Source: an optimization exercise on an open RTL-to-GDS flow (aim: small area, a short achievable clock period and few clock cycles per item). Production flows keep margins and buffers that such runs may drop.
Function was checked by simulation only, so behaviour that the tests miss may differ from the original.
Power is estimated from default activity; no workload was simulated.

==> flow/design.v (excerpt) <==
module qb3_core (
    input  wire        clk,
    input  wire        rst,
    input  wire        req_valid,
    output reg         req_ready,
    input  wire [31:0] req_word,
    output reg         rsp_valid,
    input  wire        rsp_ready,
    output reg  [31:0] rsp_word0,
    output reg  [31:0] rsp_word1
);
clock: 11.0 ns
lec_check: 0
abc_area: 1
cap_margin: 20
core_margin: 2
core_utilization: 45
gpl_timing_driven: 1
place_density: 0.65
slew_margin: 65
standard.sh (not shown) runs the stock make flow with config.mk's settings and CLKGATE_MAP_FILE= SYNTH_SCRIPT=/design/flow/synth_recipe.tcl, a recipe that flattens the netlist after the stock synthesis.
==> flow/flow/run.sh <==
#!/bin/bash
# Layout flow: the standard flow, unchanged synthesis, then the
# standard ORFS steps with port buffers of a plain buffer cell and a
# setup target tighter than the clock, so repair_timing works on the
# critical paths. Each step's output goes to its own log here.
set -euo pipefail
MARGIN=${MARGIN:-7.6}
bash standard.sh synth > synth.log 2>&1
bash standard.sh \
    "BUFFER_PORTS_ARGS=-buffer_cell sky130_fd_sc_hd__buf_2" \
    "SETUP_SLACK_MARGIN=$MARGIN" \
    "MATCH_CELL_FOOTPRINT=0" \
    finish > layout.log 2>&1
Testbench counts at the start, summed over its fixed seeds: cycles 32,016, items 32,000.
Edit:
Settings changed: CORE_UTILIZATION 45 to 30, GPL_TIMING_DRIVEN 1 to not set, PLACE_DENSITY 0.65 to 0.5, SLEW_MARGIN 65 to 20.
Result:
- global-route usage goes down by 8.0 points
- non-clock buffer count grows by 30
- synthesized area does not change
- worst setup slack got worse by 0.068 ns
- sequential cell count does not change
- worst hold slack got worse by 0.0083 ns
- power shrinks by 0.44%
- fmax goes down by 2.0%

Starting RTL as in the previous note.
==> flow/config.mk <==
export PLATFORM = sky130hd
export DESIGN_NAME = qb3_core
export DESIGN_NICKNAME = qb3_core
export VERILOG_FILES = /design/flow/design.v
export SDC_FILE = /design/flow/constraint.sdc
export NUM_CORES = 4
export LEC_CHECK = 0
export ABC_AREA = 1
export CAP_MARGIN = 40
export CORE_MARGIN = 2
export CORE_UTILIZATION = 45
export GPL_TIMING_DRIVEN = 1
export PLACE_DENSITY = 0.65
export SLEW_MARGIN = 40
==> flow/constraint.sdc <==
create_clock -name core_clock -period 11.0 [get_ports {clk}]
set_input_delay 2.2000 -clock core_clock [delete_from_list [all_inputs] [get_ports {clk}]]
set_output_delay 2.2000 -clock core_clock [all_outputs]
set_load 0.01 [all_outputs]
Scripts as last shown in full above: flow/flow/run.sh
Testbench counts at the start, summed over its fixed seeds: cycles 32,016, items 32,000.
==> next run, changes <==
Settings changed: CAP_MARGIN 40 to 20, CORE_UTILIZATION 45 to 55, PLACE_DENSITY 0.65 to 0.75, SLEW_MARGIN 40 to 20.
Effect:
- clock-buffer cell count does not change
- sequential share of layout area goes up by 0.15 points
- power goes up by 0.44%
- combinational power is about the same
- maximum frequency goes down by 3.0%
- sequential power stays flat
- routed wire length goes down by 3.7%
- first-iteration DRC count goes up by 27%
- flip-flop and latch count is unchanged
- via count goes up by 4.5%
- worst hold slack barely changes
==> next run, changes <==
--- a/flow/flow/run.sh
+++ b/flow/flow/run.sh
@@ -7 +7 @@
-MARGIN=${MARGIN:-7.6}
+MARGIN=${MARGIN:-7.7}
Settings changed: CORE_UTILIZATION 55 to 45, PLACE_DENSITY 0.75 to 0.65, SLEW_MARGIN 20 to 65.
=>
- The new run passed the timing, design-rule and antenna checks
- die area rose by 21%
- count of clock-buffer cells in the layout does not change
- routed wire length rose by 4.2%
- clock skew fell by 0.0037 ns
- setup slack improved by 0.14 ns
- power rose by 1.1%
==> next run, changes <==
--- a/flow/flow/run.sh
+++ b/flow/flow/run.sh
@@ -7 +7 @@
-MARGIN=${MARGIN:-7.7}
+MARGIN=${MARGIN:-7.6}
Settings changed: CTS_BUF_LIST set to sky130_fd_sc_hd__clkbuf_8 sky130_fd_sc_hd__clkbuf_16, SLEW_MARGIN 65 to 20.
The changed run ran to the end with no violations. Die area stays the same. Hold slack is about the same. Clock-buffer cell count stays the same. Design area goes down by about 3%. Setup slack is worse by 0.063 ns. Combinational power goes down by about 3%.

Starting RTL as in the previous note.
==> flow/config.mk <==
export PLATFORM = sky130hd
export DESIGN_NAME = qb3_core
export DESIGN_NICKNAME = qb3_core
export VERILOG_FILES = /design/flow/design.v
export SDC_FILE = /design/flow/constraint.sdc
export NUM_CORES = 4
export LEC_CHECK = 0
export ABC_AREA = 1
export CAP_MARGIN = 20
export CORE_MARGIN = 2
export CORE_UTILIZATION = 45
export CTS_BUF_LIST = sky130_fd_sc_hd__clkbuf_8
export PLACE_DENSITY = 0.65
export SLEW_MARGIN = 20
==> flow/constraint.sdc <==
create_clock -name core_clock -period 11.0 [get_ports {clk}]
set_input_delay 2.2000 -clock core_clock [delete_from_list [all_inputs] [get_ports {clk}]]
set_output_delay 2.2000 -clock core_clock [all_outputs]
set_load 0.01 [all_outputs]
==> flow/flow/run.sh <==
#!/bin/bash
# Layout flow: the standard flow, unchanged synthesis, then the
# standard ORFS steps with port buffers of a plain buffer cell and a
# setup target tighter than the clock, so repair_timing works on the
# critical paths. Each step's output goes to its own log here.
set -euo pipefail
MARGIN=${MARGIN:-7.6}
bash standard.sh synth > synth.log 2>&1
bash standard.sh \
    "BUFFER_PORTS_ARGS=-buffer_cell sky130_fd_sc_hd__buf_2" \
    "SETUP_SLACK_MARGIN=$MARGIN" \
    "MATCH_CELL_FOOTPRINT=0" \
    finish > layout.log 2>&1
The baseline finished with timing, DRC and antenna clean.
Testbench counts at the start, summed over its fixed seeds: cycles 32,016, items 32,000.
Change:
--- a/flow/flow/run.sh
+++ b/flow/flow/run.sh
@@ -5,5 +5,5 @@
 # critical paths. Each step's output goes to its own log here.
 set -euo pipefail
-MARGIN=${MARGIN:-7.6}
+MARGIN=${MARGIN:-7.45}
 bash standard.sh synth > synth.log 2>&1
 bash standard.sh \
- CTS_BUF_LIST: sky130_fd_sc_hd__clkbuf_8 -> default
- GPL_TIMING_DRIVEN: default -> 1
Result: The new run completed without violations. Die area stays the same. Sequential share of layout area stays flat. Maximum frequency drops by 2.9%. Register-to-register slack loses 0.10 ns.
Change:
--- a/flow/flow/run.sh
+++ b/flow/flow/run.sh
@@ -5,5 +5,5 @@
 # critical paths. Each step's output goes to its own log here.
 set -euo pipefail
-MARGIN=${MARGIN:-7.45}
+MARGIN=${MARGIN:-7.6}
 bash standard.sh synth > synth.log 2>&1
 bash standard.sh \
What happened: The new run completed without violations. Clock power is about the same. Sequential power barely changes. Register-to-register slack is better by 0.18 ns. Utilization climbs by 0.88 points. Maximum frequency grows by a few percent.
Change:
--- a/flow/flow/run.sh
+++ b/flow/flow/run.sh
@@ -5,5 +5,5 @@
 # critical paths. Each step's output goes to its own log here.
 set -euo pipefail
-MARGIN=${MARGIN:-7.6}
+MARGIN=${MARGIN:-7.75}
 bash standard.sh synth > synth.log 2>&1
 bash standard.sh \
- TNS_END_PERCENT: default -> 0
Result: Total power climbs slightly. Via count climbs slightly. Routed wire length climbs by a few percent. Synthesized area stays the same. Non-clock buffer count climbs by 28. Die area does not change. Cell area climbs by a few percent.

port drivers added, routing unchanged:
The results above use ideal ports. As a check the final layouts listed here were re-extracted and re-timed, cells and wires unchanged.
Step 1 sets driving cells, clkbuf_16 on the clock port and buf_2 on the other inputs (assumed; they add their load-dependent delay and slew).
Step 2 adds t to the input delays and takes it off the output delays; t is the mean of the earliest and latest rising clock arrival at the registers after step 1. Input paths then give back, and output paths get back, about the clock's delay inside the block.
Slacks: ideal ports / drivers / drivers and shift; pairs: ideal ports / drivers.
run	shift t [ns]	setup slack, ns	hold WS [ns]
the first run of note 1	0.402	7.698 / 7.683 / 7.319	0.454 / 0.454 / 0.454
the second run of note 1	0.399	7.630 / 7.630 / 7.290	0.446 / 0.446 / 0.446
the first run of note 2	0.405	7.717 / 7.673 / 7.349	0.453 / 0.453 / 0.453
the second run of note 2	0.400	7.615 / 7.615 / 7.344	0.452 / 0.452 / 0.452
the third run of note 2	0.401	7.750 / 7.729 / 7.370	0.452 / 0.452 / 0.452
the fourth run of note 2	0.404	7.687 / 7.665 / 7.307	0.452 / 0.452 / 0.452
the first run of note 3	0.429	7.634 / 7.630 / 7.308	0.457 / 0.457 / 0.457
the second run of note 3	0.407	7.533 / 7.533 / 7.249	0.450 / 0.450 / 0.450
the third run of note 3	0.404	7.687 / 7.665 / 7.307	0.452 / 0.452 / 0.452
the fourth run of note 3	0.406	7.630 / 7.630 / 7.286	0.460 / 0.460 / 0.460
After both steps every run listed still meets setup and hold.
